This design comes from an exercise in tuning for small area, a short achievable clock period and few clock cycles per item on the open sky130 flow, not from production work. At most, simulation tests tie the RTL to the original design; equivalence was not proved. For runs 1 and 2, only the layout was checked, not whether the RTL still works. Power and IR drop assume default switching activity.

--- config.mk ---
export PLATFORM = sky130hd
export DESIGN_NAME = g2c1_pie_rx
export DESIGN_NICKNAME = g2c1_pie_rx
export VERILOG_FILES = /design/flow/design.v
export SDC_FILE = /design/flow/constraint.sdc
export NUM_CORES = 4
export LEC_CHECK = 0
export CAP_MARGIN = 20
export CORE_MARGIN = 2
export CORE_UTILIZATION = 55
export PLACE_DENSITY = 0.7
export SLEW_MARGIN = 20
export SYNTH_HIERARCHICAL = 1
export SYNTH_MINIMUM_KEEP_SIZE = 0
--- constraint.sdc ---
create_clock -name core_clock -period 10.0 [get_ports {clk}]
set_input_delay 2.0000 -clock core_clock [delete_from_list [all_inputs] [get_ports {clk}]]
set_output_delay 2.0000 -clock core_clock [all_outputs]
set_load 0.01 [all_outputs]
--- design.v ---
module g2c1_pie_rx (
    input  wire         clk,
    input  wire         rst,           
    input  wire         edge_valid,
    output wire         edge_ready,
    input  wire [31:0]  edge_dur,      
    input  wire         edge_last,     
    input  wire [31:0]  rt_tol,        
    input  wire [31:0]  tr_tol,        
    output wire         res_valid,
    input  wire         res_ready,
    output wire [31:0]  res_flags,
    output wire [31:0]  res_tari,
    output wire [31:0]  res_rtcal,
    output wire [31:0]  res_trcal,
    output wire [31:0]  res_blf,
    output wire [15:0]  res_start,
    output wire [15:0]  res_end,
    output wire [6:0]   res_nbits,
    output wire [63:0]  res_bits,      
    output wire [111:0] res_fields     
);
    localparam [31:0] MAX_SYMBOL = 32'd16384000;    
    localparam [23:0] TARI_MIN   = 24'd409600;      
    localparam [23:0] TARI_MAX   = 24'd1638400;     
    localparam [1:0] P_RT = 2'd0, P_TR = 2'd1, P_DATA = 2'd2;
    function automatic [63:0] csa(input [31:0] a, input [31:0] b, input [31:0] c, input c0);
        begin
            csa[31:0]  = a ^ b ^ c;
            csa[63:32] = {((a & b) | (a & c) | (b & c)), c0};
        end
    endfunction
    reg        b_v, b_gap, b_last;       
    reg [23:0] b_d;
    reg        c_v, c_gap, c_last;       
    reg [23:0] c_d;
    reg        f_rt, f_tr, f_db, f_tok;  
    reg [23:0] rt_q;
    reg        rt_big;
    reg [24:0] tr_q;
    reg        tr_big;
    reg [28:0] tr10;                     
    reg        fin;          
    reg        out_v;        
    reg        end_last;     
    reg [15:0] idx;          
    reg [15:0] sub_start;
    reg        act;          
    reg [1:0]  phase;
    reg        p_ok;         
    reg [20:0] tari;         
    reg        cal_ok;
    reg        trcal_ok;
    reg [23:0] rtcal;
    reg [23:0] trcal;
    reg [63:0] bits;
    reg [6:0]  nbits;
    reg        bitovf;
    reg [4:0]  crc;
    reg        dst;          
    reg [25:0] dv_x;         
    reg        dv_pre;       
    reg [35:0] dv_q;         
    reg [1:0]  dv_m3;        
    reg        m_ok, m_size, m_crc, m_blf;
    reg [2:0]  m_type;
    reg        o_q, o_qa, o_qr, o_ack;
    wire release_ = out_v && res_ready;
    wire proc     = c_v && !fin;
    wire c_free   = !c_v || proc;
    wire b_adv    = b_v && c_free;
    assign edge_ready = !(b_v && c_v && fin);
    wire run   = proc && !c_gap;           
    wire first = run && !act;              
    wire endc  = proc && (c_gap ? act : c_last);
    wire [23:0] d = b_d;
    wire [23:0] x = c_d;
    wire [63:0] r1a = csa({7'd0, d, 1'b0}, {7'd0, rt_q, 1'b0}, {5'h1f, ~{3'b000, x, 2'b00}}, 1'b1);
    wire [63:0] r1b = csa(r1a[31:0], r1a[63:32], {5'h1f, ~{3'b000, x}}, 1'b1);
    wire        k1;
    g2c1_pie_rx_cy #(26) u_k1 (.a(r1b[25:0]), .b(r1b[57:32]), .co(k1));
    wire        c1  = !(r1b[26] ^ r1b[58] ^ k1);
    wire [63:0] r3a = csa({5'd0, d, 3'b000}, {7'd0, d, 1'b0}, {3'd0, tr10}, 1'b1);
    wire [63:0] r3b = csa({2'b11, ~{3'b000, x, 3'b000}}, {2'b11, ~{5'b00000, x, 1'b0}}, {2'b11, ~{6'd0, x}}, 1'b1);
    wire [63:0] r3c = csa(r3a[31:0], r3a[63:32], r3b[31:0], 1'b1);
    wire [63:0] r3e = csa(r3c[31:0], r3c[63:32], r3b[63:32], 1'b0);
    wire        k3;
    g2c1_pie_rx_cy #(29) u_k3 (.a(r3e[28:0]), .b(r3e[60:32]), .co(k3));
    wire        c3  = !(r3e[29] ^ r3e[61] ^ k3);
    wire [63:0] r2a = csa({7'd0, x, 1'b0}, {8'd0, x}, {4'hf, ~{4'd0, d}}, 1'b1);
    wire [63:0] r2r = csa(r2a[31:0], r2a[63:32], {8'd0, rt_q}, 1'b0);
    wire [63:0] r2t = csa(r2a[31:0], r2a[63:32], {7'd0, tr_q}, 1'b0);
    wire        k2r, k2t;
    g2c1_pie_rx_cy #(27) u_k2r (.a(r2r[26:0]), .b(r2r[58:32]), .co(k2r));
    g2c1_pie_rx_cy #(27) u_k2t (.a(r2t[26:0]), .b(r2t[58:32]), .co(k2t));
    wire        c2r = !(r2r[27] ^ r2r[59] ^ k2r);
    wire        c2t = !(r2t[27] ^ r2t[59] ^ k2t);
    wire [23:0] xb = (phase == P_RT || !act) ? c_d : rtcal;
    wire        db;
    g2c1_pie_rx_cy #(25) u_db (.a({d, 1'b0}), .b(~{1'b0, xb}), .co(db));
    wire [28:0] tr10_n;
    g2c1_pie_rx_add #(29) u_tr10 (.a({1'b0, tr_q, 3'b000}), .b({3'b000, tr_q, 1'b0}), .ci(1'b0), .s(tr10_n));
    always @(posedge clk) begin
        rt_q   <= rt_tol[23:0];
        rt_big <= |rt_tol[31:24];
        tr_q   <= tr_tol[24:0];
        tr10   <= tr10_n[28:0];
        tr_big <= |tr_tol[31:25];
        if (rst) begin
            b_v <= 1'b0;
            c_v <= 1'b0;
        end else begin
            if (edge_ready) b_v <= edge_valid;
            if (c_free) c_v <= b_v;
        end
        if (edge_ready) begin
            b_d    <= edge_dur[23:0];
            b_gap  <= (edge_dur > MAX_SYMBOL);
            b_last <= edge_last;
        end
        if (b_adv) begin
            c_d    <= b_d;
            c_gap  <= b_gap;
            c_last <= b_last;
            f_rt   <= rt_big || (c1 && c2r);
            f_tr   <= tr_big || (c3 && c2t);
            f_db   <= db;
            f_tok  <= (b_d >= TARI_MIN) && (b_d <= TARI_MAX);
        end
    end
    wire        dr     = bits[59];
    wire        blf_in = dr ? (trcal >= 24'd22) : (trcal >= 24'd9);
    reg  [23:0] dv_msb;
    reg         seen;
    integer     k;
    always @(*) begin
        seen = 1'b0;
        for (k = 23; k >= 0; k = k - 1) begin
            dv_msb[k] = trcal[k] && !seen;
            seen = seen || trcal[k];
        end
    end
    wire        dv_run   = dst && !dv_pre && !dv_q[35];
    wire        dv_ge    = !dv_x[25];
    wire        dv_sub   = dv_pre || dv_ge;
    wire [25:0] dv_xn;
    g2c1_pie_rx_add #(26) u_dv (
        .a  (dv_pre ? dv_x : {dv_x[24:0], 1'b0}),
        .b  (dv_sub ? ~{2'b00, trcal} : {2'b00, trcal}),
        .ci (dv_sub),
        .s  (dv_xn)
    );
    wire [2:0]  dv_t3    = {dv_m3, dv_ge};
    wire        dv_g3    = (dv_t3 >= 3'd3);
    wire [1:0]  dv_m3n   = dv_g3 ? dv_t3[1:0] - 2'd3 : dv_t3[1:0];
    wire        dv_start = act && !dst && !fin && trcal_ok && blf_in &&
                           (bits[63:60] == 4'b1000) && (nbits >= 7'd5);
    wire        dv_ok    = !dst || dv_q[35] || (dv_q[34] && !dv_pre);
    wire        lock = run && !first && (phase == P_RT) && p_ok && f_rt;
    reg        p_ok_n, cal_ok_n, trcal_ok_n, bitovf_n, dst_n;
    reg [1:0]  phase_n;
    reg [20:0] tari_n;
    reg [23:0] rtcal_n, trcal_n;
    reg [63:0] bits_n;
    reg [6:0]  nbits_n;
    reg [4:0]  crc_n;
    always @(*) begin
        if (first) begin
            p_ok_n     = 1'b0;
            cal_ok_n   = 1'b0;
            trcal_ok_n = 1'b0;
            bitovf_n   = 1'b0;
            dst_n      = 1'b0;
            phase_n    = P_RT;
            rtcal_n    = 24'd0;
            trcal_n    = 24'd0;
            bits_n     = 64'd0;
            nbits_n    = 7'd0;
            crc_n      = 5'b01001;
        end else begin
            p_ok_n     = p_ok;
            cal_ok_n   = cal_ok;
            trcal_ok_n = trcal_ok;
            bitovf_n   = bitovf;
            dst_n      = dst || dv_start;
            phase_n    = phase;
            rtcal_n    = rtcal;
            trcal_n    = trcal;
            bits_n     = bits;
            nbits_n    = nbits;
            crc_n      = crc;
        end
        tari_n = tari;
        if (run) begin
            p_ok_n = f_tok;
            case (phase_n)
                P_RT: begin
                    if (lock) begin
                        cal_ok_n = 1'b1;
                        rtcal_n  = c_d;
                        phase_n  = P_TR;
                    end else begin
                        tari_n   = c_d[20:0];
                    end
                end
                P_TR: begin
                    phase_n    = P_DATA;
                    trcal_ok_n = f_tr;
                    if (f_tr) trcal_n = c_d;
                    nbits_n    = {6'd0, !f_tr};
                    bits_n[63] = f_db && !f_tr;
                    if (!f_tr) crc_n = {crc_n[3:0], 1'b0} ^ ((crc_n[4] ^ f_db) ? 5'b01001 : 5'b00000);
                end
                default: begin
                    if (!nbits[6]) begin
                        nbits_n = nbits + 7'd1;
                        bits_n[~nbits[5:0]] = f_db;
                        if (nbits < 7'd22) crc_n = {crc[3:0], 1'b0} ^ ((crc[4] ^ f_db) ? 5'b01001 : 5'b00000);
                    end else begin
                        bitovf_n = 1'b1;
                    end
                end
            endcase
        end
        if (endc && !cal_ok_n) tari_n = 21'd0;
    end
    wire        dat_st = run && !first && (phase == P_DATA) && !nbits[6];
    reg  [63:0] bits_d;
    reg  [6:0]  nbits_d;
    reg  [4:0]  crc_d;
    always @(*) begin
        bits_d  = first ? 64'd0 : bits;
        nbits_d = first ? 7'd0 : nbits;
        crc_d   = crc;
        if (dat_st) begin
            bits_d[~nbits[5:0]] = f_db;
            nbits_d = nbits + 7'd1;
            crc_d   = {crc[3:0], 1'b0} ^ ((crc[4] ^ f_db) ? 5'b01001 : 5'b00000);
        end
    end
    reg        q_n, qa_n, qr_n, ack_n, nak_n, size_n;
    always @(*) begin
        q_n = 1'b0; qa_n = 1'b0; qr_n = 1'b0; ack_n = 1'b0; nak_n = 1'b0; size_n = 1'b0;
        if (nbits_d >= 7'd2) begin
            case (bits_d[63:62])
                2'b00: if (nbits_d >= 7'd4) qr_n = 1'b1; else size_n = 1'b1;
                2'b01: if (nbits_d >= 7'd18) ack_n = 1'b1; else size_n = 1'b1;
                2'b10: if (nbits_d >= 7'd4) begin
                           if (bits_d[61:60] == 2'b00) begin
                               if (nbits_d >= 7'd17) q_n = 1'b1; else size_n = 1'b1;
                           end else if (bits_d[61:60] == 2'b01) begin
                               if (nbits_d < 7'd9) size_n = 1'b1;
                               else if (bits_d[57:55] == 3'b000 || bits_d[57:55] == 3'b110 ||
                                        bits_d[57:55] == 3'b011) qa_n = 1'b1;
                           end
                       end
                default: if (nbits_d >= 7'd8 && bits_d[61:56] == 6'b000000) nak_n = 1'b1;
            endcase
        end
    end
    wire [4:0] crc_f    = (dat_st && nbits < 7'd22) ? crc_d : crc;
    wire       crc_ok_n = (nbits_d >= 7'd22) && (crc_f == 5'd0);
    wire       blf_in_n = bits_d[59] ? (trcal >= 24'd22) : (trcal >= 24'd9);
    wire       m_blf_n  = q_n && trcal_ok && blf_in_n;
    wire       dv_drop  = endc && (first || !(dst && (nbits >= 7'd17 || (nbits == 7'd16 && dat_st))));
    always @(posedge clk) begin
        if (rst) begin
            fin      <= 1'b0;
            out_v    <= 1'b0;
            act      <= 1'b0;
            end_last <= 1'b0;
            idx      <= 16'd0;
        end else if (release_) begin
            fin   <= 1'b0;
            out_v <= 1'b0;
            act   <= 1'b0;
            idx   <= end_last ? 16'd0 : idx + 16'd1;
        end else if (fin) begin
            if (dv_ok) out_v <= 1'b1;
        end else if (proc) begin
            if (run) act <= 1'b1;
            end_last <= c_last;
            if (endc) begin
                fin   <= 1'b1;
                out_v <= dv_ok || dv_drop;
            end
            if (c_gap) begin
                if (!act) idx <= c_last ? 16'd0 : idx + 16'd1;
            end else begin
                idx <= idx + 16'd1;
            end
        end
        if (first) sub_start <= idx;
        p_ok     <= p_ok_n;
        cal_ok   <= cal_ok_n;
        trcal_ok <= trcal_ok_n;
        bitovf   <= bitovf_n;
        dst      <= dst_n;
        phase    <= phase_n;
        tari     <= tari_n;
        rtcal    <= rtcal_n;
        trcal    <= trcal_n;
        bits     <= bits_n;
        nbits    <= nbits_n;
        crc      <= crc_n;
        m_ok   <= q_n | qa_n | qr_n | ack_n | nak_n;
        m_size <= size_n;
        m_type <= {nak_n, qr_n | ack_n, qa_n | ack_n};
        o_q    <= q_n;
        o_qa   <= qa_n;
        o_qr   <= qr_n;
        o_ack  <= ack_n;
        m_crc  <= q_n && crc_ok_n;
        m_blf  <= m_blf_n;
        if (dv_drop) begin
            dv_q  <= {1'b1, 35'd0};
        end else if (dv_start) begin
            dv_x  <= {2'b00, dv_msb};
            dv_q  <= dr ? {12'd0, dv_msb} >> 4 : {12'd0, dv_msb} >> 1;
            dv_m3 <= 2'd0;
        end else if (dst && (dv_pre || !dv_q[35])) begin
            dv_x  <= dv_xn;
            if (!dv_pre) begin
                dv_q  <= {dv_q[34:0], dr ? dv_g3 : dv_ge};
                dv_m3 <= dv_m3n;
            end
        end
        dv_pre <= dv_start;
    end
    assign res_valid  = out_v;
    assign res_flags  = {13'd0, m_type, 4'd0, 2'b00, !m_ok, m_size, 1'b0, 1'b0, m_crc, bitovf,
                         m_blf, m_ok, trcal_ok, cal_ok};
    assign res_tari   = {11'd0, tari};
    assign res_rtcal  = {8'd0, rtcal};
    assign res_trcal  = {8'd0, trcal};
    assign res_blf    = dv_q[31:0];
    assign res_start  = sub_start;
    assign res_end    = idx;
    assign res_nbits  = nbits;
    assign res_bits   = bits;
    wire [1:0] qa_updn = (bits[57:55] == 3'b110) ? 2'd1 : (bits[57:55] == 3'b011) ? 2'd2 : 2'd0;
    assign res_fields[15:0]   = ({16{o_ack}} & bits[61:46]) |
                                ({16{o_qr}}  & {14'd0, bits[61:60]}) |
                                ({16{o_qa}}  & {14'd0, bits[59:58]}) |
                                ({16{o_q}}   & {15'd0, bits[59]});
    assign res_fields[31:16]  = ({16{o_q}}  & (16'd1 << bits[58:57])) |
                                ({16{o_qa}} & {14'd0, qa_updn});
    assign res_fields[47:32]  = {15'd0, o_q & bits[56]};
    assign res_fields[63:48]  = {14'd0, {2{o_q}} & bits[55:54]};
    assign res_fields[79:64]  = {14'd0, {2{o_q}} & bits[53:52]};
    assign res_fields[95:80]  = {15'd0, o_q & bits[51]};
    assign res_fields[111:96] = {12'd0, {4{o_q}} & bits[50:47]};
endmodule
module g2c1_pie_rx_cy #(parameter W = 32) (
    input  wire [W-1:0] a,
    input  wire [W-1:0] b,
    output wire         co
);
    function automatic cyw(input [W-1:0] x, input [W-1:0] y);
        reg [W-1:0] g, p;
        integer s, j;
        begin
            g = x & y;
            p = x | y;
            for (s = 1; s < W; s = s * 2)
                for (j = W - 1; j >= s; j = j - 1)
                    if (((W - 1 - j) % (2 * s)) == 0) begin
                        g[j] = g[j] | (p[j] & g[j - s]);
                        p[j] = p[j] & p[j - s];
                    end
            cyw = g[W-1];
        end
    endfunction
    assign co = cyw(a, b);
endmodule
module g2c1_pie_rx_add #(parameter W = 32) (
    input  wire [W-1:0] a,
    input  wire [W-1:0] b,
    input  wire         ci,
    output wire [W-1:0] s
);
    function automatic [W-1:0] addw(input [W-1:0] x, input [W-1:0] y, input c);
        reg [W-1:0] g, p, gg, pp;
        integer l, i, j;
        begin
            g  = x & y;
            p  = x ^ y;
            gg = g;
            pp = p;
            gg[0] = g[0] | (p[0] & c);
            for (l = 1; l < W; l = l * 2)
                for (i = 0; i < W; i = i + 1)
                    if (((i / l) % 2) == 1) begin
                        j = (i / l) * l - 1;
                        gg[i] = gg[i] | (pp[i] & gg[j]);
                        pp[i] = pp[i] & pp[j];
                    end
            addw = p ^ {gg[W-2:0], c};
        end
    endfunction
    assign s = addw(a, b, ci);
endmodule
--- flow/run.sh ---
#!/bin/bash
# Layout flow: the standard flow (standard synthesis included), with the
# timing repair aiming at a 3.7 ns path instead of stopping at the 10 ns clock,
# and the port buffers made of small buffers. The clock and constraints are
# the design's. Each tool's output is in orfs/logs; make's output in flow.log.
set -euo pipefail
bash standard.sh SETUP_SLACK_MARGIN=6.3 "BUFFER_PORTS_ARGS=-buffer_cell sky130_fd_sc_hd__buf_1" finish > flow.log 2>&1
--- standard.sh ---
#!/bin/bash
# synth_recipe.tcl (not shown) runs the flow's synth.tcl, then flattens the netlist and writes it again
# the make line also repeats each setting of config.mk as NAME=value (left out here)
make -C /OpenROAD-flow-scripts/flow DESIGN_CONFIG=/design/flow/config.mk WORK_HOME=/design/flow/orfs CLKGATE_MAP_FILE= SYNTH_SCRIPT=/design/flow/synth_recipe.tcl "${@:-finish}"
==> summary.txt, run 1 <==
Logic synthesis
  • Cells after Synth: 2912
  • Synth top area share: 0.2215
  • Yosys warns: 13
  • Asr flop ratio synth: 0
  • Share of the yosys chip area belonging to registers: 0.3331
  • Seq cells post-synth: 402
  • Top FF cell, synth: dfxtp_1
  • Post-Syn Area: 27200 um^2
  • Post-synth EDFFs: 101
  • Netlist cell types: 116
  • Synth area leader: dfxtp_1
  • Synth top area cells: dfxtp_1 22%, fa_1 16%, edfxtp_1 11%, buf_4 4.8%, nand2_1 4.3%
  • Avg Cell Area, Syn: 9.340 um^2

Routing
  • WL/cell: 19.75 um
  • Residual DRC: 0
  • Final ANT Viol Nets: 0
  • Vias per inst: 5.726
  • DR iter-0 viols: 1837
  • Vias: 23020
  • WL final: 79390 um
  • DRT Pass-1 Iters: 5

Timing
  • Period utilization: 0.3775
  • Final Hold Viols: 0
  • Relative slew slack: 0.3089
  • Setup violators final: 0
  • Max Slew Vio Count: 0
  • Worst-margin pin slew: 1.035 ns
  • Max Clk Rate: 264.9 MHz
  • Post-route setup TNS: 0 ns
  • Hold WS: 0.4231 ns
  • RSZ-0062 raised after global routing: true
  • Worst Clk Skew: 0.02680 ns
  • Min Tclk post-route: 3.775 ns

Global routing
  • Global-route wire length before repair: 121000 um
  • Largest net degree at the start of global routing: 95
  • Number of global-route vias before repair: 22030
  • Initial antenna violation count: 0
  • Grt ovf: 0
  • Total track usage: 0.3028

Die
  • Full die area: 51250 um^2
  • Initial Utilization: 0.5568
  • Die height: 226.4 um
  • Placement row count: 81
  • Core area: 48850 um^2
  • Die Wd: 226.4 um
  • IO Pins: 478

Worst hold path
  • Hold Path Class: reg -> reg
  • Hold depth: 0

Layout
  • Fin util: 0.6343
  • Area Growth Syn to Fin: 13.93%
  • Number of antenna diodes: 0
  • Share of layout cells above drive strength 1: 0.1049
  • Layout Nets: 3717

Clock network
  • Cts bufs inserted: 46
  • CTS tree: done
  • Longest Clk Path Bufs: 3
  • Hold-fix buffers, CTS: 0
  • H-tree depth: 2
  • Clock slew at reported path FFs: 0.06 ns
  • Worst skew pair latency: 0.61 ns
  • Root Driver: clkbuf_16
  • CTS Sinks: 402

Critical path
  • Critical Path Source Type: flip-flop
  • WP data required: 10.34 ns
  • Crit Path Max Fanout: 4
  • Worst EP arrival: 4.12 ns
  • Setup crit end kind: flip-flop
  • R2R cell count: 11
  • Critical path type: reg -> reg

Power
  • Switch share: 0.3339
  • Pwr per Cell Area: 162.6 nW/um^2
  • Internal: 3.357 mW
  • Pleak: 12.86 nW
  • Clock share of power: 0.335
  • Peak VDD IR: 110.8 uV
  • NetSw: 1.683 mW
  • Sequential Power Share: 0.376
  • Combinational power share: 0.289

Run
  • MaxCap Viol Count: 0

Run status
  • Outcome: finished clean

Place
  • DP HPWL: 59330 um
  • PortBufs: 347
  • Gpl congestion: 0.9285
## cell usage after synthesis, types with 7 or more instances
library cell / n
nor2b_1: 11
buf_1: 9
or3_1: 11
nor4b_1: 8
o22a_1: 8
dfxtp_1: 301
a22oi_1: 25
o21a_1: 18
a211oi_1: 22
mux2i_1: 46
o2111ai_1: 7
a21oi_1: 146
o21ai_0: 157
nor4_1: 29
nor2_1: 160
o31ai_1: 17
ha_1: 79
buf_2: 13
clkbuf_1: 71
and3_1: 14
and2_1: 42
a31oi_1: 37
nand3_1: 81
a21o_1: 19
nand2_1: 311
xnor2_1: 57
o22ai_1: 46
o21ai_1: 13
nand2b_1: 11
a22o_1: 14
nor3_1: 43
nand4_1: 12
edfxtp_1: 101
buf_4: 174
o211ai_1: 64
xor2_1: 24
mux2_2: 26
fa_1: 218
inv_1: 296
## power groups by stage
stage	clock (mW)	sequential (mW)	combinational [mW]
floorplan	0	1.89	1.06
global placement	0	1.94	1.26
detailed placement	0	1.94	1.31
CTS	1.71	1.89	1.39
global route	1.77	1.90	1.63
finish	1.69	1.89	1.46
## worst max-delay path, stage by stage (launching register included)
cell and delay, ns:
edfxtp_1 0.49, fa_1 0.55, inv_1 0.06, fa_1 0.48
fa_2 0.59, o22ai_2 0.08, nor3_2 0.25, o211ai_1 0.12
or4_1 0.41, o211ai_1 0.24, xor2_1 0.10, a21o_1 0.18
## registers in the layout, summed over array words and instances, names as in the netlist, 16 cells and up
| name | cells |
|---|---|
| tr_q | 25 |
| tari | 21 |
| rtcal | 24 |
| c_d | 24 |
| idx | 16 |
| bits | 64 |
| dv_x | 26 |
| rt_q | 24 |
| dv_q | 36 |
| trcal | 24 |
| sub_start | 16 |
| tr10 | 29 |
| b_d | 24 |
## metal layers
metal  global-route usage  up-vias  wire length, um
met4               0.1426        0             3871
met3              0.05455      233             6676
met1               0.3939    11160            31570
met5                    0        -                0
met2               0.4910     1049            37270
li1                     -    10580                -
## layout make-up
type	count	area, um^2
clock inverters	21	183.9
flip-flops and latches	402	9069
well taps	664	830.8
clock buffers	64	1324
repair buffers	472	2351
fillers	4147	17860
multi-input cells	2096	16090
inverters	301	1136
## what timing repair did
item                       CTS  global route
setup buffers               87            25
setup endpoints to repair   87            62
pin swaps                   24            18
resized for setup           28            41
cloned                       1             1
## cells by family (layout without fill, tap and decap cells)
kind of cell	Yosys count	in the layout	synth area share
and+or+nand+nor	790	791	0.1398
AOI/OAI and AO/OA	683	683	0.1656
buffers and inverters	573	858	0.1051
DFF	402	402	0.3331
adders and majority gates	304	304	0.1996
xor gates and xnor gates	85	85	0.02848
muxes	73	73	0.02811
other	2	160	0.0002761
## worst paths after layout
path           start      to  slack [ns]
max          c_d[22]    f_tr        6.23
min reg2reg   b_last  c_last        0.42
min           b_last  c_last        0.42
max reg2reg  c_d[22]    f_tr        6.23
## layout by cell type (no fill, tap or decap), types with 80 or more instances in the layout
cell type,netlist,layout
nor2_1,160,156
edfxtp_1,101,101
fa_1,218,209
a21oi_1,146,142
buf_4,174,117
conb_1,2,160
o21ai_0,157,154
dfxtp_1,301,293
nand3_1,81,80
inv_1,296,289
nand2_1,311,310
buf_1,9,347
## per-stage QoR
stage | area (um^2) | power (mW) | setup WS [ns] | cells
3_5_place_dp | 28310 | 3.258 | 5.371 | 3819
2_1_floorplan | 27800 | 2.944 | 6.345 | 3070
6_report | 30990 | 5.039 | 6.225 | 4020
5_1_grt | 30990 | 5.301 | 6.117 | 4020
4_1_cts | 30580 | 4.989 | 6.280 | 3992
3_3_place_gp | 28310 | 3.204 | 5.496 | 3819
==> run 2, diff against run 1 <==
--- a/config.mk
+++ b/config.mk
@@ -8,6 +8,7 @@
 export CAP_MARGIN = 20
 export CORE_MARGIN = 2
 export CORE_UTILIZATION = 55
+export CTS_BUF_LIST = sky130_fd_sc_hd__clkbuf_8
 export PLACE_DENSITY = 0.7
 export SLEW_MARGIN = 20
 export SYNTH_HIERARCHICAL = 1
==> summary.txt, run 2 <==
Logic synthesis
  • Synth area leader: dfxtp_1
  • Cells after Synth: 2912 (unchanged)
  • Seq cells post-synth: 402 (unchanged)
  • Yosys warns: 13 (unchanged)
  • Avg Cell Area, Syn: 9.340 um^2 (unchanged)
  • Post-synth EDFFs: 101 (unchanged)
  • Synth top area cells: dfxtp_1 22%, fa_1 16%, edfxtp_1 11%, buf_4 4.8%, nand2_1 4.3%
  • Asr flop ratio synth: 0 (unchanged)
  • Top FF cell, synth: dfxtp_1
  • Commonest cells post-synth: 311 x nand2_1, 301 x dfxtp_1, 296 x inv_1, 218 x fa_1, 174 x buf_4
  • Most frequent cell after synthesis: nand2_1
  • Netlist cell types: 116 (unchanged)
  • Synth top area share: 0.2215 (unchanged)
  • Post-Syn Area: 27200 um^2 (unchanged)
  • Share of the yosys chip area belonging to registers: 0.3331 (unchanged)

Timing
  • Worst Clk Skew: 0.02578 ns (-0.001025 ns)
  • Setup violators final: 0 (unchanged)
  • Max Clk Rate: 265.2 MHz (about the same)
  • Final Hold Viols: 0 (unchanged)
  • Min Tclk post-route: 3.771 ns (-0.003550 ns)
  • Worst-margin pin slew: 1.039 ns (+0.004362 ns)
  • Period utilization: 0.3771 (about the same)
  • RSZ-0062 raised after global routing: true
  • Relative slew slack: 0.3060 (-0.002913)
  • Post-route setup TNS: 0 ns (unchanged)
  • Max Slew Vio Count: 0 (unchanged)

Routing
  • DR iter-0 viols: 1610 (-12%)
  • Final ANT Viol Nets: 0 (unchanged)
  • Vias: 23090 (+0.31%)
  • Residual DRC: 0 (unchanged)
  • WL final: 79770 um (+0.48%)
  • DRT Pass-1 Iters: 5 (unchanged)
  • Vias per inst: 5.686 (-0.70%)
  • WL/cell: 19.64 um (-0.53%)

Die
  • Placement row count: 81 (unchanged)
  • Die height: 226.4 um (unchanged)
  • Core area: 48850 um^2 (unchanged)
  • IO Pins: 478 (unchanged)
  • Die Wd: 226.4 um (unchanged)
  • Full die area: 51250 um^2 (unchanged)
  • Initial Utilization: 0.5568 (unchanged)

Layout
  • Number of antenna diodes: 0 (unchanged)
  • Area Growth Syn to Fin: 13.53%
  • Max FFs per register: 64 (unchanged)
  • Seq. cell area: 9071 um^2 (about the same)
  • Largest regs: bits (64), dv_q (36), tr10 (29)
  • Layout Nets: 3739 (+0.59%)
  • Biggest register: bits
  • Commonest non-fill, non-tap cell in the layout: buf_1
  • Most frequent cells in the layout: 347 x buf_1, 310 x nand2_1, 306 x inv_1
  • FILL cells: 4189 (+1.0%)
  • Share of layout cells above drive strength 1: 0.1125 (+0.007565)
  • Post-Layout Cell Count: 4061 (+1.0%)
  • Area of the multi-input gates: 16080 um^2 (about the same)

Critical path
  • Critical Path Source Type: flip-flop
  • CP Launch Point: c_d[12]
  • Peak per-stage delay on the critical path: 0.61 ns (+0.02 ns)
  • Setup crit end kind: flip-flop
  • Crit Path Max Fanout: 3 (-1)
  • Critical path type: reg -> reg
  • WP data required: 10.42 ns (+0.08 ns)
  • Reg-to-reg startpoint: c_d[12]
  • CP Cell Sequence: buf_6 -> fa_1 -> inv_2 -> fa_1 -> fa_2 -> a31oi_4 -> nor2_4 -> o211ai_1 -> or4_1 -> o211ai_1 -> xor2_1 -> a21o_1
  • Worst EP arrival: 4.19 ns (+0.07 ns)
  • Delay-heaviest family, CP: adder cells
  • WP buf/inv: 2 (+1)
  • Slowest-stage cell, CP: fa_2

Clock network
  • CTS tree: done
  • Root Driver: clkbuf_8
  • Longest Clk Path Bufs: 3 (unchanged)
  • H-tree depth: 3 (+1)
  • Hold-fix buffers, CTS: 0 (unchanged)
  • CTS Sinks: 402 (unchanged)
  • Cts bufs inserted: 72 (+57%)
  • Worst skew pair latency: 0.67 ns (+0.06 ns)
  • Clock slew at reported path FFs: 0.06 ns (about the same)

Worst hold path
  • Hold path startpoint: b_last
  • Hold Path Class: reg -> reg

Power
  • Pleak: 12.91 nW (+0.40%)
  • Peak VDD IR: 117.7 uV (+6.2%)
  • Pwr per Cell Area: 160.1 nW/um^2 (-1.6%)

Global routing
  • Largest net degree at the start of global routing: 95 (unchanged)
  • Number of global-route vias before repair: 22250 (+1.0%)
  • Grt ovf: 0 (unchanged)
  • Global-route wire length before repair: 120900 um (-0.14%)
  • Total track usage: 0.3042 (+0.001380)
  • Initial antenna violation count: 1 (+1)

Run status
  • Outcome: finished clean

Place
  • Gpl congestion: 0.9285 (unchanged)
  • DP HPWL: 59330 um (unchanged)
  • Cells after DPL: 3819 (unchanged)
  • PortBufs: 347 (unchanged)

Run
  • MaxCap Viol Count: 0 (unchanged)
[run 2: area by class of cell]
| type | instances | area share |
|---|---|---|
| multi-input combinational | 2096 | 0.5208 |
| sequential | 402 | 0.2938 |
| timing repair buffer | 468 | 0.07464 |
| clock buffer | 85 | 0.03788 |
| inverter | 301 | 0.03683 |
| tap | 664 | 0.02690 |
| clock inverter | 45 | 0.009157 |
[run 2: logic make-up after synthesis]
family | Yosys count | synth area share
simple gates | 790 | 0.1398
compound gates | 683 | 0.1656
buf+inv | 573 | 0.1051
flops | 402 | 0.3331
fa+ha+maj | 304 | 0.1996
xor+xnor | 85 | 0.02848
mux | 73 | 0.02811
other cells | 2 | 0.0002761
[run 2: path summary, 6_finish.rpt]
path                            slack [ns]  endpoint  cells after the start
worst max register to register        6.23      f_tr                     12
worst min register to register        0.42    c_last                      0
worst min-delay path                  0.42    c_last                      0
worst max-delay path                  6.23      f_tr                     12
[run 2: per-stage QoR]
step	cell area [um^2]	util	worst slack [ns]	hold slack (ns)	total power, mW
floorplan	27800	-	6.345	0.4003	2.944
finish	30880	0.6321	6.229	0.4231	4.943
detailed placement	28310	0.5796	5.371	0.4070	3.258
CTS	30560	0.6255	6.300	0.4207	4.881
global route	30880	0.6321	6.106	0.4230	5.224
global placement	28310	0.5796	5.496	0.4068	3.204
[run 2: routing by layer]
metal / part of all wire / routed length [um] / track usage / vias to the layer above
met2: 0.47 / 37600 / 0.4909 / 1058
met5: 0 / 0 / 0 / -
met4: 0.047 / 3749 / 0.1543 / 0
met1: 0.40 / 31630 / 0.3887 / 11180
li1: - / - / - / 10640
met3: 0.085 / 6796 / 0.06194 / 214
[run 2: repair_timing]
item                                    in CTS  in global routing
endpoints found under the setup margin      87                 38
pin swaps                                   11                 13
buffers inserted                            93                 15
hold endpoints to repair                     0                  0
resized for setup                           25                 43
gates cloned                                 1                  1
[run 2: worst reg2reg max path: cells and delay by family, from the launching register on]
kind                       cells  cell delay, ns
AOI/OAI and AO/OA              4            0.62
and+or+nand+nor                2            0.55
adders and majority gates      3            1.66
xor gates and xnor gates       1            0.10
buffers and inverters          2            0.19
DFF                            1            0.42
[run 2: report_power, final]
group          internal (mW)  total (mW)  switching, mW
logic                  0.630        1.48          0.848
clock network          0.853        1.57          0.719
registers               1.77        1.89          0.124
total                   3.25        4.94           1.69
==> run 3, diff against run 2 <==
--- a/design.v
+++ b/design.v
@@ -72,7 +72,8 @@
     assign edge_ready = !(b_v && c_v && fin);
     wire run   = proc && !c_gap;           
     wire first = run && !act;              
-    wire endc  = proc && (c_gap ? act : c_last);
+    wire eg    = run && !c_last && b_v && b_gap;
+    wire endc  = (proc && (c_gap ? act : c_last)) || eg;
     wire [23:0] d = b_d;
     wire [23:0] x = c_d;
     wire [63:0] r1a = csa({7'd0, d, 1'b0}, {7'd0, rt_q, 1'b0}, {5'h1f, ~{3'b000, x, 2'b00}}, 1'b1);
@@ -111,7 +112,7 @@
             c_v <= 1'b0;
         end else begin
             if (edge_ready) b_v <= edge_valid;
-            if (c_free) c_v <= b_v;
+            if (c_free) c_v <= b_v && !eg;
         end
         if (edge_ready) begin
             b_d    <= edge_dur[23:0];
@@ -279,7 +280,7 @@
             if (dv_ok) out_v <= 1'b1;
         end else if (proc) begin
             if (run) act <= 1'b1;
-            end_last <= c_last;
+            end_last <= eg ? b_last : c_last;
             if (endc) begin
                 fin   <= 1'b1;
                 out_v <= dv_ok || dv_drop;
--- a/config.mk
+++ b/config.mk
@@ -8,7 +8,6 @@
 export CAP_MARGIN = 20
 export CORE_MARGIN = 2
 export CORE_UTILIZATION = 55
-export CTS_BUF_LIST = sky130_fd_sc_hd__clkbuf_8
 export PLACE_DENSITY = 0.7
 export SLEW_MARGIN = 20
 export SYNTH_HIERARCHICAL = 1
==> summary.txt, run 3 <==
Timing
  • Final Worst Setup Slack: 6.113 ns (-0.1163 ns)
  • RSZ-0062 raised after global routing: true
  • Final Hold Viols: 0 (unchanged)
  • Relative slew slack: 0.3660 (+0.06004)
  • Min Tclk post-route: 3.887 ns (+0.1163 ns)
  • Worst-margin pin slew: 0.9463 ns (-0.09257 ns)
  • Max Slew Vio Count: 0 (unchanged)
  • Setup violators final: 0 (unchanged)
  • Post-route setup TNS: 0 ns (unchanged)
  • Worst Clk Skew: 0.02702 ns (+0.001242 ns)
  • Period utilization: 0.3887 (+0.01163)
  • Max Clk Rate: 257.2 MHz (-3.0%)

Logic synthesis
  • Avg Cell Area, Syn: 9.189 um^2 (-1.6%)
  • Share of the yosys chip area belonging to registers: 0.3321 (-0.0009168)
  • Top FF cell, synth: dfxtp_1
  • Yosys warns: 13 (unchanged)
  • Seq cells post-synth: 402 (unchanged)
  • Commonest cells post-synth: 321 x nand2_1, 301 x dfxtp_1, 301 x inv_1, 218 x fa_1, 170 x buf_4
  • Netlist cell types: 107 (-7.8%)
  • Synth top area cells: dfxtp_1 22%, fa_1 16%, edfxtp_1 11%, buf_4 4.7%, nand2_1 4.4%
  • Post-Syn Area: 27270 um^2 (+0.28%)
  • Cells after Synth: 2968 (+1.9%)
  • Synth area leader: dfxtp_1
  • Most frequent cell after synthesis: nand2_1
  • Synth top area share: 0.2209 (-0.0006098)
  • Asr flop ratio synth: 0 (unchanged)
  • Post-synth EDFFs: 101 (unchanged)

Die
  • Initial Utilization: 0.5572 (about the same)
  • Die Wd: 226.7 um (+0.14%)
  • Full die area: 51390 um^2 (+0.27%)
  • Core area: 48950 um^2 (+0.21%)
  • IO Pins: 478 (unchanged)
  • Placement row count: 81 (unchanged)
  • Die height: 226.7 um (+0.14%)

Layout
  • Share of layout cells above drive strength 1: 0.09702 (-0.01543)
  • Number of antenna diodes: 0 (unchanged)
  • Area Growth Syn to Fin: 13.69%
  • Max FFs per register: 64 (unchanged)
  • Most frequent cells in the layout: 347 x buf_1, 319 x nand2_1, 296 x inv_1
  • Fin util: 0.6334 (+0.001298)
  • Commonest non-fill, non-tap cell in the layout: buf_1
  • Biggest register: bits
  • Layout Nets: 3752 (+0.35%)
  • Largest regs: bits (64), dv_q (36), tr10 (29)

Power
  • Peak VDD IR: 134.4 uV (+14%)
  • Pwr per Cell Area: 162.2 nW/um^2 (+1.4%)
  • Power Total: 5.031 mW (+1.8%)
  • Pleak: 12.97 nW (+0.51%)

Global routing
  • Total track usage: 0.3066 (+0.002428)
  • Largest net degree at the start of global routing: 92 (-3.2%)
  • Global-route wire length before repair: 122300 um (+1.2%)
  • Number of global-route vias before repair: 22220 (-0.17%)
  • Grt ovf: 0 (unchanged)
  • Initial antenna violation count: 1 (unchanged)

Clock network
  • H-tree depth: 2 (-1)
  • CTS Sinks: 402 (unchanged)
  • Worst skew pair latency: 0.60 ns (-0.07 ns)
  • Root Driver: clkbuf_16
  • CTS tree: done
  • Cts bufs inserted: 45 (-38%)
  • Longest Clk Path Bufs: 3 (unchanged)
  • Clock slew at reported path FFs: 0.06 ns (about the same)
  • Hold-fix buffers, CTS: 0 (unchanged)

Critical path
  • Most used cell, CP: fa_1
  • Worst EP arrival: 4.23 ns (+0.04 ns)
  • WP data required: 10.34 ns (-0.08 ns)
  • CP Cell Sequence: fa_1 -> inv_1 -> fa_1 -> fa_1 -> o22ai_1 -> o32ai_1 -> maj3_1 -> o21ai_1 -> o211ai_1 -> xor2_1 -> a21o_1
  • Peak per-stage delay on the critical path: 0.58 ns (-0.03 ns)
  • Critical path type: reg -> reg
  • Setup crit end kind: flip-flop
  • Critical Path Source Type: flip-flop
  • Slowest-stage cell, CP: fa_1
  • Crit Path Max Fanout: 4 (+1)

Place
  • Worst slack, placed: 5.855 ns (+0.4844 ns)
  • Gpl congestion: 0.9575 (+3.1%)
  • DP HPWL: 59900 um (+0.95%)
  • PortBufs: 347 (unchanged)

Worst hold path
  • Hold Path Class: reg -> reg

Routing
  • Vias per inst: 5.744 (+1.0%)
  • WL/cell: 20.02 um (+1.9%)
  • WL final: 81170 um (+1.8%)
  • DRT Pass-1 Iters: 6 (+1)
  • DR iter-0 viols: 2095 (+30%)
  • Final ANT Viol Nets: 0 (unchanged)
  • Residual DRC: 0 (unchanged)
  • Vias: 23290 (+0.88%)

Run
  • MaxCap Viol Count: 0 (unchanged)

Run status
  • Outcome: finished clean
-- run 3: cell count changes after synthesis, moves of 10 or more --
cell,before,now
nand2_1,311,321
nand3_1,81,92
a22oi_1,25,35
a31oi_1,37,51
mux2i_1,46,32
clkbuf_1,71,101
o211ai_1,64,54
a311oi_1,5,21
-- run 3: critical path, delay by kind of cell, from the launching register on --
| family | cells | cell delay [ns] |
|---|---|---|
| adder cells (fa/ha/maj) | 4 | 1.95 |
| AO/OA/AOI/OAI | 5 | 0.99 |
| flip-flops | 1 | 0.49 |
| XOR/XNOR | 1 | 0.17 |
| buffers and inverters | 1 | 0.06 |
-- run 3: per-stage QoR --
stage               instances  instance area [um^2]  hold WS (ns)
finish                   4055                 31010        0.4394
global route             4055                 31010        0.4679
CTS                      4011                 30490        0.4387
detailed placement       3867                 28450        0.4339
global placement         3867                 28450        0.4352
floorplan                3126                 27870        0.4183
-- run 3: power breakdown --
group	leakage, nW	switching [mW]	total, mW	internal, mW
sequential	3.45	0.120	1.89	1.77
clock	0.762	0.705	1.73	1.02
combinational	8.76	0.809	1.41	0.598
-- run 3: area by class of cell --
cell class / instances / area [um^2]
Fill cell: 4157 / 17940
Multi-Input combinational cell: 2134 / 16130
Sequential cell: 402 / 9069
Timing Repair Buffer: 468 / 2293
Clock buffer: 65 / 1358
Inverter: 302 / 1141
Tap cell: 664 / 830.8
Clock inverter: 19 / 185.2
Timing Repair inverter: 1 / 5.005
-- run 3: repair_timing --
action / in CTS / in global routing
endpoints found under the setup margin: 143 / 114
pin swaps: 1 / 23
resized for setup: 15 / 47
gates cloned: 1 / 3
buffers inserted: 59 / 41
-- run 3: routing by layer --
layer	track usage	vias to the layer above	part of all wire
li1	-	10760	-
met1	0.4144	11310	0.41
met2	0.4959	1049	0.47
met3	0.04963	176	0.087
met4	0.1154	2	0.035
met5	0	-	0.00015
-- run 3: kinds of logic (layout without fill, tap and decap cells) --
family	count (synthesis)	count (layout)	synth area share
simple gates	840	841	0.1465
buf+inv	591	855	0.1057
xor+xnor	86	86	0.02762
mux	57	57	0.02207
flops	402	402	0.3321
fa+ha+maj	304	304	0.1990
other cells	2	160	0.0002754
compound gates	686	686	0.1667
-- run 3: path summary, 6_finish.rpt --
path / startpoint / end / slack, ns / depth (start not counted)
setup / recovery: c_d[20] / f_tr / 6.11 / 11
hold / removal: b_last / c_last / 0.44 / 0
setup reg to reg: c_d[20] / f_tr / 6.11 / 11
hold reg to reg: b_last / c_last / 0.44 / 0
Testbench counts of run 3, summed over its fixed seeds: cycles 21,124, items 1,191.
==> run 4, diff against run 3 <==
--- a/config.mk
+++ b/config.mk
@@ -8,6 +8,8 @@
 export CAP_MARGIN = 20
 export CORE_MARGIN = 2
 export CORE_UTILIZATION = 55
+export CTS_CLUSTER_DIAMETER = 100
+export CTS_CLUSTER_SIZE = 30
 export PLACE_DENSITY = 0.7
 export SLEW_MARGIN = 20
 export SYNTH_HIERARCHICAL = 1
==> summary.txt, run 4 <==
Layout
  • FILL cells: 4270 (+2.7%)
  • Max FFs per register: 64 (unchanged)
  • Commonest non-fill, non-tap cell in the layout: buf_1
  • Post-route cell area: 30090 um^2 (-2.9%)
  • Most frequent cells in the layout: 347 x buf_1, 318 x nand2_1, 295 x inv_1
  • Area of the multi-input gates: 16110 um^2 (about the same)
  • Layout Nets: 3719 (-0.88%)
  • Area Growth Syn to Fin: 10.34%
  • Largest regs: bits (64), dv_q (36), tr10 (29)
  • Share of layout cells above drive strength 1: 0.08368 (-0.01334)
  • Biggest register: bits
  • Seq. cell area: 9074 um^2 (about the same)

Critical path
  • Slowest-stage cell, CP: fa_1
  • Crit Path Max Fanout: 4 (unchanged)
  • Peak per-stage delay on the critical path: 0.58 ns (about the same)
  • Setup crit end kind: flip-flop
  • Critical path type: reg -> reg
  • WP data required: 10.35 ns (about the same)
  • Most used cell, CP: fa_1
  • R2R cell count: 11 (unchanged)
  • R2R setup slack: 6.11 ns (about the same)
  • Worst EP arrival: 4.24 ns (about the same)
  • Critical Path Source Type: flip-flop
  • CP Cell Sequence: fa_1 -> inv_1 -> fa_1 -> fa_1 -> o22ai_1 -> o32ai_1 -> maj3_1 -> o21ai_1 -> o211ai_1 -> xor2_1 -> a21o_1

Clock network
  • CTS Sinks: 402 (unchanged)
  • Longest Clk Path Bufs: 3 (unchanged)
  • Hold-fix buffers, CTS: 0 (unchanged)
  • Worst skew pair latency: 0.58 ns (-0.02 ns)
  • H-tree depth: 1 (-1)
  • Cts bufs inserted: 20 (-56%)
  • CTS tree: done
  • Root Driver: clkbuf_16
  • Clock slew at reported path FFs: 0.11 ns (+0.05 ns)

Timing
  • Relative slew slack: 0.3479 (-0.01808)
  • Worst Clk Skew: 0.03124 ns (+0.004221 ns)
  • Worst-margin pin slew: 0.9733 ns (+0.02698 ns)
  • Final Hold Viols: 0 (unchanged)
  • Post-route setup TNS: 0 ns (unchanged)
  • Min Tclk post-route: 3.888 ns (+0.0004200 ns)
  • RSZ-0062 raised after global routing: true
  • Period utilization: 0.3888 (about the same)
  • Setup violators final: 0 (unchanged)
  • Max Clk Rate: 257.2 MHz (about the same)
  • Max Slew Vio Count: 0 (unchanged)

Die
  • Full die area: 51390 um^2 (unchanged)
  • Die height: 226.7 um (unchanged)
  • Placement row count: 81 (unchanged)
  • Die Wd: 226.7 um (unchanged)
  • Initial Utilization: 0.5572 (unchanged)
  • Core area: 48950 um^2 (unchanged)
  • IO Pins: 478 (unchanged)

Logic synthesis
  • Synth top area cells: dfxtp_1 22%, fa_1 16%, edfxtp_1 11%, buf_4 4.7%, nand2_1 4.4%
  • Most frequent cell after synthesis: nand2_1
  • Share of the yosys chip area belonging to registers: 0.3321 (unchanged)
  • Netlist cell types: 107 (unchanged)
  • Synth top area share: 0.2209 (unchanged)
  • Post-synth EDFFs: 101 (unchanged)
  • Post-Syn Area: 27270 um^2 (unchanged)
  • Top FF cell, synth: dfxtp_1
  • Asr flop ratio synth: 0 (unchanged)
  • Avg Cell Area, Syn: 9.189 um^2 (unchanged)
  • Synth area leader: dfxtp_1
  • Commonest cells post-synth: 321 x nand2_1, 301 x dfxtp_1, 301 x inv_1, 218 x fa_1, 170 x buf_4
  • Yosys warns: 13 (unchanged)
  • Cells after Synth: 2968 (unchanged)
  • Seq cells post-synth: 402 (unchanged)

Power
  • Sequential Power Share: 0.436 (+0.060)
  • NetSw: 1.536 mW (-6.0%)
  • Switch share: 0.3539 (+0.02891)
  • Internal: 2.804 mW (-17%)
  • Pleak: 12.51 nW (-3.5%)
  • Clock share of power: 0.241 (-0.103)
  • Peak VDD IR: 189.1 uV (+41%)
  • Pwr per Cell Area: 144.2 nW/um^2 (-11%)
  • Combinational power share: 0.323 (+0.043)

Place
  • PortBufs: 347 (unchanged)
  • Gpl congestion: 0.9575 (unchanged)
  • DP Area: 28450 um^2 (unchanged)
  • DP HPWL: 59900 um (unchanged)

Global routing
  • Total track usage: 0.3006 (-0.005940)
  • Initial antenna violation count: 1 (unchanged)
  • Number of global-route vias before repair: 21870 (-1.6%)
  • Global-route wire length before repair: 120500 um (-1.5%)
  • Largest net degree at the start of global routing: 92 (unchanged)
  • Grt ovf: 0 (unchanged)

Routing
  • DR iter-0 viols: 2030 (-3.1%)
  • Vias per inst: 5.754 (+0.18%)
  • Vias: 23010 (-1.2%)
  • WL final: 79840 um (-1.6%)
  • WL/cell: 19.97 um (-0.25%)
  • Final ANT Viol Nets: 0 (unchanged)
  • Residual DRC: 0 (unchanged)
  • DRT Pass-1 Iters: 6 (unchanged)

Run status
  • Outcome: finished clean

Worst hold path
  • Hold depth: 2 (+2)
  • Hold Path Class: reg -> reg

Run
  • MaxCap Viol Count: 0 (unchanged)
[run 4: cell types whose count changed in the layout (fill, tap and decap cells not counted), sizes merged]
cell	change
clkinv	-10
clkbuf	-37
bufinv	-3
buf	-9
inv	+4
diode	+1
clkinvlp	-2
[run 4: layer usage]
metal	up-vias	wire length, um	GRT usage
li1	10660	-	-
met1	11170	32940	0.4155
met2	1033	37560	0.4849
met3	153	6474	0.03706
met4	2	2853	0.1123
met5	-	13	0
[run 4: through the flow]
step	hold WS (ns)	power (mW)	worst slack [ns]	util	cells
2_1_floorplan	0.4183	2.926	6.344	-	3126
3_3_place_gp	0.4352	3.162	5.962	0.5811	3867
3_5_place_dp	0.4339	3.222	5.855	0.5811	3867
4_1_cts	0.4652	4.278	6.103	0.6049	3956
5_1_grt	0.4797	4.580	5.998	0.6147	3998
6_report	0.4613	4.341	6.112	0.6148	3999
[run 4: layout make-up]
type / instances / area share
timing repair inverter: 1 / 0.0001663
clock inverter: 8 / 0.004116
inverter: 302 / 0.03779
tap: 664 / 0.02761
clock buffer: 27 / 0.01925
multi-input combinational: 2134 / 0.5354
antenna: 1 / 0.00008316
timing repair buffer: 460 / 0.07401
sequential: 402 / 0.3015
[run 4: worst max-delay path: cells and delay by family (launching register included)]
family	cells	cell delay, ns
compound gates	5	1.01
xor+xnor	1	0.16
fa+ha+maj	4	1.95
buf+inv	1	0.06
flops	1	0.50
[run 4: final timing paths]
check / to / start
max reg2reg: f_tr / c_d[20]
min: bits[36] / bits[36]
min reg2reg: bits[36] / bits[36]
max: f_tr / c_d[20]
[run 4: kinds of logic (layout without fill, tap and decap cells)]
group | Yosys count | after routing | share of synthesized area
AO/OA/AOI/OAI | 686 | 686 | 0.1667
XOR/XNOR | 86 | 86 | 0.02762
adder cells (fa/ha/maj) | 304 | 304 | 0.1990
buffers and inverters | 591 | 798 | 0.1057
flip-flops | 402 | 402 | 0.3321
multiplexers | 57 | 57 | 0.02207
other | 2 | 161 | 0.0002754
AND/OR/NAND/NOR | 840 | 841 | 0.1465
[run 4: what timing repair did]
action / 4_1_cts / 5_1_grt
endpoints found under the setup margin: 140 / 112
buffers inserted: 53 / 39
gates resized for setup: 18 / 44
pin swaps: 1 / 18
gates cloned: 1 / 3
[run 4: power groups by stage]
| stage | Clock, mW | Combinational, mW | Sequential (mW) |
|---|---|---|---|
| floorplan | 0 | 1.03 | 1.89 |
| global placement | 0 | 1.22 | 1.94 |
| detailed placement | 0 | 1.28 | 1.94 |
| CTS | 1.06 | 1.32 | 1.89 |
| global route | 1.12 | 1.56 | 1.90 |
| finish | 1.05 | 1.40 | 1.89 |
==> run 5, diff against run 4 <==
--- a/config.mk
+++ b/config.mk
@@ -9,7 +9,7 @@
 export CORE_MARGIN = 2
 export CORE_UTILIZATION = 55
 export CTS_CLUSTER_DIAMETER = 100
-export CTS_CLUSTER_SIZE = 30
+export CTS_CLUSTER_SIZE = 24
 export PLACE_DENSITY = 0.7
 export SLEW_MARGIN = 20
 export SYNTH_HIERARCHICAL = 1
==> summary.txt, run 5 <==
Worst hold path
  • Hold depth: 2 (unchanged)
  • Hold Path Class: reg -> reg
  • Hold path startpoint: bits[36]
  • End of the worst hold path: bits[36]

Timing
  • Setup violators final: 0 (unchanged)
  • Worst-margin pin slew: 0.9514 ns (-0.02192 ns)
  • Final Hold Viols: 0 (unchanged)
  • Worst Clk Skew: 0.03622 ns (+0.004982 ns)
  • Min Tclk post-route: 3.910 ns (+0.02189 ns)
  • Post-route setup TNS: 0 ns (unchanged)
  • Max Clk Rate: 255.8 MHz (-0.56%)
  • RSZ-0062 raised after global routing: true
  • Relative slew slack: 0.3626 (+0.01469)
  • Period utilization: 0.3910 (+0.002189)
  • Max Slew Vio Count: 0 (unchanged)

Layout
  • Biggest register: bits
  • Commonest non-fill, non-tap cell in the layout: buf_1
  • Layout Nets: 3716 (-0.081%)
  • Largest regs: bits (64), dv_q (36), tr10 (29)
  • Share of layout cells above drive strength 1: 0.07951 (-0.004175)
  • Most frequent cells in the layout: 347 x buf_1, 318 x nand2_1, 295 x inv_1
  • Area Growth Syn to Fin: 9.932%
  • Max FFs per register: 64 (unchanged)
  • FILL cells: 4292 (+0.52%)
  • Fin util: 0.6125 (-0.002249)

Power
  • Peak VDD IR: 165.8 uV (-12%)
  • Pleak: 12.47 nW (-0.34%)
  • Pwr per Cell Area: 142.4 nW/um^2 (-1.3%)
  • Power Total: 4.268 mW (-1.7%)

Critical path
  • Peak per-stage delay on the critical path: 0.55 ns (-0.03 ns)
  • Worst EP arrival: 4.26 ns (+0.02 ns)
  • Reg-to-reg startpoint: c_d[12]
  • Setup crit end kind: flip-flop
  • Crit Path Max Fanout: 4 (unchanged)
  • Most used cell, CP: fa_1
  • Crit. path cell count: 12 (+1)
  • CP Cell Sequence: buf_6 -> fa_1 -> inv_1 -> fa_1 -> fa_1 -> a211oi_1 -> nor3_1 -> o211ai_1 -> or4_1 -> o211ai_1 -> xor2_1 -> a21o_1
  • WP data required: 10.35 ns (about the same)
  • Slowest-stage cell, CP: fa_1
  • Critical path type: reg -> reg
  • Delay-heaviest family, CP: adder cells
  • R2R setup slack: 6.09 ns (-0.02 ns)
  • CP Launch Point: c_d[12]
  • R2R cell count: 12 (+1)
  • WP buf/inv: 2 (+1)
  • Worst R2R End: f_tr
  • Critical Path Source Type: flip-flop

Logic synthesis
  • Top FF cell, synth: dfxtp_1
  • Share of the yosys chip area belonging to registers: 0.3321 (unchanged)
  • Main combinational cell family by area after synthesis: adder cells
  • Post-Synth Adder-Cell Area: 0.1990 (unchanged)
  • Most frequent cell after synthesis: nand2_1
  • Cells after Synth: 2968 (unchanged)
  • Post-synthesis mux area share: 0.02207 (unchanged)
  • Post-synthesis xor/xnor area fraction: 0.02762 (unchanged)
  • Post-Syn Area: 27270 um^2 (unchanged)
  • Netlist cell types: 107 (unchanged)
  • Simple-gate portion of the synthesized area: 0.1465 (unchanged)
  • Synth top area cells: dfxtp_1 22%, fa_1 16%, edfxtp_1 11%, buf_4 4.7%, nand2_1 4.4%
  • Asr flop ratio synth: 0 (unchanged)
  • Commonest cells post-synth: 321 x nand2_1, 301 x dfxtp_1, 301 x inv_1, 218 x fa_1, 170 x buf_4
  • Seq cells post-synth: 402 (unchanged)
  • Synth top area share: 0.2209 (unchanged)
  • Avg Cell Area, Syn: 9.189 um^2 (unchanged)
  • Post-synth EDFFs: 101 (unchanged)
  • Synth Area in Compound Gates: 0.1667 (unchanged)
  • Synth area leader: dfxtp_1
  • Yosys warns: 13 (unchanged)

Clock network
  • Cts bufs inserted: 22 (+10%)
  • Worst skew pair latency: 0.59 ns (about the same)
  • CTS tree: done
  • H-tree depth: 1 (unchanged)
  • Clock slew at reported path FFs: 0.10 ns (about the same)
  • Root Driver: clkbuf_16
  • CTS Sinks: 402 (unchanged)
  • Hold-fix buffers, CTS: 0 (unchanged)
  • Longest Clk Path Bufs: 3 (unchanged)

Routing
  • DRT Pass-1 Iters: 6 (unchanged)
  • Vias: 22940 (-0.33%)
  • Vias per inst: 5.737 (-0.30%)
  • Final ANT Viol Nets: 0 (unchanged)
  • WL final: 79710 um (-0.17%)
  • DR iter-0 viols: 2105 (+3.7%)
  • Residual DRC: 0 (unchanged)
  • WL/cell: 19.94 um (-0.15%)

Die
  • Full die area: 51390 um^2 (unchanged)
  • Placement row count: 81 (unchanged)
  • Die height: 226.7 um (unchanged)
  • IO Pins: 478 (unchanged)
  • Core area: 48950 um^2 (unchanged)
  • Die Wd: 226.7 um (unchanged)
  • Initial Utilization: 0.5572 (unchanged)

Global routing
  • Grt ovf: 0 (unchanged)
  • Total track usage: 0.3009 (about the same)
  • Global-route wire length before repair: 120600 um (+0.12%)
  • Largest net degree at the start of global routing: 92 (unchanged)
  • Initial antenna violation count: 1 (unchanged)
  • Number of global-route vias before repair: 21870 (-0.0091%)

Place
  • Gpl congestion: 0.9575 (unchanged)
  • DP HPWL: 59900 um (unchanged)
  • PortBufs: 347 (unchanged)

Run
  • MaxCap Viol Count: 0 (unchanged)

Run status
  • Outcome: finished clean
[run 5: cell types whose count changed in the layout (fill, tap and decap cells not counted), sizes merged]
cell / delta
inv: +1
buf: -5
clkinv: -2
clkbuf: +5
[run 5: worst max path at each step]
| stage | endpoint | slack (ns) |
|---|---|---|
| floorplan | dv_x[24] | 6.34 |
| global placement | f_tr | 5.96 |
| detailed placement | f_tr | 5.86 |
| CTS | f_tr | 6.07 |
| global route | f_tr | 5.94 |
| finish | f_tr | 6.09 |
[run 5: area by class of cell]
type,instances,area [um^2],area share
clock inverter,7,63.81,0.002128
timing repair buffer,455,2193,0.07315
sequential,402,9072,0.3026
inverter,302,1137,0.03793
tap,664,830.8,0.02771
clock buffer,32,609.3,0.02032
antenna,1,2.502,0.00008346
multi-input combinational,2134,16070,0.5359
timing repair inverter,1,5.005,0.0001669
[run 5: stage by stage]
step           hold slack, ns  setup WS, ns  instances  instance area [um^2]
6_report               0.4577         6.090       3998                 29980
5_1_grt                0.4785         5.936       3997                 29980
2_1_floorplan          0.4183         6.344       3126                 27870
3_3_place_gp           0.4352         5.962       3867                 28450
4_1_cts                0.4617         6.074       3962                 29590
3_5_place_dp           0.4339         5.855       3867                 28450
[run 5: cells by family after synthesis]
kind of cell             after synthesis
buffers and inverters                591
flip-flops                           402
adder cells (fa/ha/maj)              304
XOR/XNOR                              86
AO/OA/AOI/OAI                        686
AND/OR/NAND/NOR                      840
other                                  2
multiplexers                          57
[run 5: repair_timing]
item | CTS | global route
cloned | 1 | 3
buffers inserted | 55 | 32
pin swaps | 1 | 15
endpoints found under the setup margin | 144 | 115
hold endpoints to repair | 0 | 0
resized for setup | 17 | 38
[run 5: worst min-delay path, stage by stage (launching register included)]
cell and delay (ns):
dfxtp_1 0.32, nand3_1 0.06, nand2_1 0.04
[run 5: report_power, final]
part           leakage (nW)  switching [mW]  internal, mW
Clock                 0.328           0.582         0.440
Combinational          8.69           0.780         0.574
Sequential             3.45           0.122          1.77
Total                  12.5            1.48          2.78
[run 5: metal layers]
metal / track usage / vias up / wire length (um)
met4: 0.1044 / 2 / 2689
met3: 0.04069 / 145 / 6663
met1: 0.4141 / 11100 / 33130
met5: 0 / - / 13
li1: - / 10660 / -
met2: 0.4884 / 1031 / 37210
==> run 6, diff against run 5 <==
--- a/config.mk
+++ b/config.mk
@@ -7,10 +7,10 @@
 export LEC_CHECK = 0
 export CAP_MARGIN = 20
 export CORE_MARGIN = 2
-export CORE_UTILIZATION = 55
+export CORE_UTILIZATION = 65
 export CTS_CLUSTER_DIAMETER = 100
 export CTS_CLUSTER_SIZE = 24
-export PLACE_DENSITY = 0.7
+export PLACE_DENSITY = 0.75
 export SLEW_MARGIN = 20
 export SYNTH_HIERARCHICAL = 1
 export SYNTH_MINIMUM_KEEP_SIZE = 0
==> summary.txt, run 6 <==
Power
  • Clock share of power: 0.223 (-0.016)
  • Combinational power share: 0.329 (+0.012)
  • NetSw: 1.467 mW (-1.2%)
  • Internal: 2.757 mW (-0.96%)
  • Switch share: 0.3473 (-0.0004815)
  • Pleak: 12.47 nW (about the same)
  • Peak VDD IR: 165.7 uV (about the same)
  • Sequential Power Share: 0.447 (+0.004)
  • Power Total: 4.224 mW (-1.0%)
  • Pwr per Cell Area: 141.7 nW/um^2 (-0.49%)

Global routing
  • Global-route wire length before repair: 122800 um (+1.8%)
  • Number of global-route vias before repair: 22540 (+3.1%)
  • Largest net degree at the start of global routing: 80 (-13%)
  • Initial antenna violation count: 2 (+1)
  • Total track usage: 0.3541 (+0.05317)
  • Grt ovf: 0 (unchanged)

Timing
  • RSZ-0062 raised after global routing: true
  • Worst-margin pin slew: 0.9847 ns (+0.03328 ns)
  • Min Tclk post-route: 3.888 ns (-0.02165 ns)
  • Period utilization: 0.3888 (-0.002165)
  • Worst Clk Skew: 0.02215 ns (-0.01407 ns)
  • Post-route setup TNS: 0 ns (unchanged)
  • Max Slew Vio Count: 0 (unchanged)
  • Setup violators final: 0 (unchanged)
  • Relative slew slack: 0.3411 (-0.02149)
  • Final Hold Viols: 0 (unchanged)
  • Max Clk Rate: 257.2 MHz (+0.56%)

Layout
  • Layout Nets: 3717 (+0.027%)
  • Most frequent cells in the layout: 347 x buf_1, 320 x nand2_1, 299 x inv_1
  • Number of antenna diodes: 0 (-1)
  • Area Growth Syn to Fin: 9.336%
  • Max FFs per register: 64 (unchanged)
  • Share of layout cells above drive strength 1: 0.07683 (-0.002677)
  • Biggest register: bits
  • Commonest non-fill, non-tap cell in the layout: buf_1
  • Largest regs: bits (64), dv_q (36), tr10 (29)

Critical path
  • Most used cell, CP: fa_1
  • Worst EP arrival: 4.23 ns (-0.03 ns)
  • Slowest-stage cell, CP: fa_1
  • Peak per-stage delay on the critical path: 0.56 ns (about the same)
  • WP data required: 10.34 ns (about the same)
  • Setup crit end kind: flip-flop
  • Critical path type: reg -> reg
  • Crit Path Max Fanout: 5 (+1)
  • Critical Path Source Type: flip-flop
  • CP Cell Sequence: fa_1 -> inv_1 -> fa_1 -> fa_1 -> nor2_1 -> nor3_2 -> o211ai_1 -> or4_1 -> o211ai_1 -> xor2_1 -> a21o_1

Clock network
  • CTS Sinks: 402 (unchanged)
  • CTS tree: done
  • Hold-fix buffers, CTS: 0 (unchanged)
  • Cts bufs inserted: 20 (-9.1%)
  • H-tree depth: 1 (unchanged)
  • Longest Clk Path Bufs: 3 (unchanged)
  • Worst skew pair latency: 0.57 ns (-0.02 ns)
  • Root Driver: clkbuf_16
  • Clock slew at reported path FFs: 0.11 ns (about the same)

Place
  • PortBufs: 347 (unchanged)
  • DP HPWL: 59020 um (-1.5%)
  • Gpl congestion: 0.9227 (-3.6%)

Routing
  • WL final: 78600 um (-1.4%)
  • WL/cell: 20.31 um (+1.9%)
  • Final ANT Viol Nets: 0 (unchanged)
  • DR iter-0 viols: 2150 (+2.1%)
  • Residual DRC: 0 (unchanged)
  • Vias: 23270 (+1.5%)
  • Vias per inst: 6.012 (+4.8%)
  • DRT Pass-1 Iters: 5 (-1)

Logic synthesis
  • Post-Syn Area: 27270 um^2 (unchanged)
  • Top FF cell, synth: dfxtp_1
  • Share of the yosys chip area belonging to registers: 0.3321 (unchanged)
  • Synth top area share: 0.2209 (unchanged)
  • Seq cells post-synth: 402 (unchanged)
  • Cells after Synth: 2968 (unchanged)
  • Yosys warns: 13 (unchanged)
  • Netlist cell types: 107 (unchanged)
  • Synth top area cells: dfxtp_1 22%, fa_1 16%, edfxtp_1 11%, buf_4 4.7%, nand2_1 4.4%
  • Commonest cells post-synth: 321 x nand2_1, 301 x dfxtp_1, 301 x inv_1, 218 x fa_1, 170 x buf_4
  • Most frequent cell after synthesis: nand2_1
  • Synth area leader: dfxtp_1
  • Avg Cell Area, Syn: 9.189 um^2 (unchanged)
  • Asr flop ratio synth: 0 (unchanged)
  • Post-synth EDFFs: 101 (unchanged)

Worst hold path
  • Hold Path Class: reg -> reg

Die
  • Full die area: 43610 um^2 (-15%)
  • Die Wd: 208.8 um (-7.9%)
  • Core area: 41670 um^2 (-15%)
  • IO Pins: 478 (unchanged)
  • Die height: 208.8 um (-7.9%)
  • Initial Utilization: 0.6546 (+0.09743)
  • Placement row count: 75 (-7.4%)

Run status
  • Outcome: finished clean

Run
  • MaxCap Viol Count: 0 (unchanged)
run 6: worst paths after layout:
| check | start | end | slack (ns) | depth (start not counted) |
|---|---|---|---|---|
| worst max-delay path | c_d[13] | f_tr | 6.11 | 11 |
| worst min-delay path | tari[7] | tari[7] | 0.46 | 2 |
| worst max register to register | c_d[13] | f_tr | 6.11 | 11 |
| worst min register to register | tari[7] | tari[7] | 0.46 | 2 |
run 6: power groups by stage:
stage	combinational (mW)	clock [mW]	sequential, mW
after CTS	1.34	0.955	1.89
after global routing	1.56	1.01	1.90
after floorplan	1.03	0	1.89
final	1.39	0.943	1.89
after global placement	1.23	0	1.94
after detailed placement	1.28	0	1.94
run 6: worst max-delay path, delay by kind of cell, from the launching register on:
family / cells / cell delay [ns]
buf+inv: 1 / 0.06
simple gates: 3 / 0.74
compound gates: 3 / 0.60
fa+ha+maj: 3 / 1.60
xor+xnor: 1 / 0.12
flops: 1 / 0.53
run 6: repair_timing:
action                                  CTS  global route
endpoints found under the setup margin   84            60
cloned                                    2             1
resized for setup                        20            30
pin swaps                                 4             4
endpoints found under the hold margin     0             0
buffers inserted                         73            18
run 6: cells by family after synthesis:
logic type / Yosys count / share of synthesized area
other: 2 / 0.0002754
and+or+nand+nor: 840 / 0.1465
buffers and inverters: 591 / 0.1057
adders and majority gates: 304 / 0.1990
DFF: 402 / 0.3321
xor gates and xnor gates: 86 / 0.02762
AOI/OAI and AO/OA: 686 / 0.1667
muxes: 57 / 0.02207
run 6: cell type report:
| cell class | instances | area, um^2 |
|---|---|---|
| clock buffers | 34 | 574.3 |
| clock inverters | 1 | 8.758 |
| fillers | 3258 | 11850 |
| inverters | 302 | 1134 |
| multi-input cells | 2135 | 16100 |
| flip-flops and latches | 402 | 9074 |
| well taps | 539 | 674.4 |
| repair buffers | 458 | 2252 |
run 6: per-stage QoR:
stage          hold slack [ns]  area (um^2)  cells  worst slack [ns]    util
2_1_floorplan           0.4183        27870   3126             6.344       -
3_3_place_gp            0.4409        28270   3740             5.723  0.6786
3_5_place_dp            0.4476        28270   3740             5.630  0.6786
4_1_cts                 0.4602        29500   3850             6.146  0.7080
5_1_grt                 0.4726        29820   3871             5.946  0.7157
6_report                0.4603        29820   3871             6.112  0.7157
run 6: layer usage:
metal / routed length (um) / GRT usage / share of wire
met1: 31350 / 0.4747 / 0.40
met2: 37310 / 0.5837 / 0.47
met3: 6665 / 0.05350 / 0.085
met4: 3257 / 0.1362 / 0.041
met5: 24 / 0 / 0.00031

## re-timing with driven ports
The flow's constraints put no driver on any port. The routed layouts listed below were extracted and timed again, unchanged, in two steps. Step 1, drivers: a clkbuf_16 drives clk and a buf_2 each remaining input, both assumed. Step 2 times the ports against the registers' clock, not the clock port: input delays grow and output delays shrink by t, the midpoint of the rising clock arrivals with the driver on. a / b / c = no drivers / after step 1 / after step 2; a / b = the first two.
run | shift t [ns] | setup slack, ns | slew at the worst register clock pin (ns)
run 1 | 0.649 | 6.225 / 6.225 / 6.037 | 0.06 / 0.06
run 2 | 0.708 | 6.229 / 6.229 / 6.037 | 0.07 / 0.07
run 3 | 0.649 | 6.113 / 6.113 / 5.999 | 0.07 / 0.07
run 4 | 0.621 | 6.112 / 6.112 / 6.032 | 0.12 / 0.12
run 5 | 0.630 | 6.090 / 6.090 / 5.991 | 0.10 / 0.10
run 6 | 0.623 | 6.112 / 6.112 / 5.976 | 0.11 / 0.11
After both steps setup and hold are still met in every run listed. The setup slack of run 2, which loses most, moves by 0.000 ns with the drivers and by -0.192 ns with both steps.
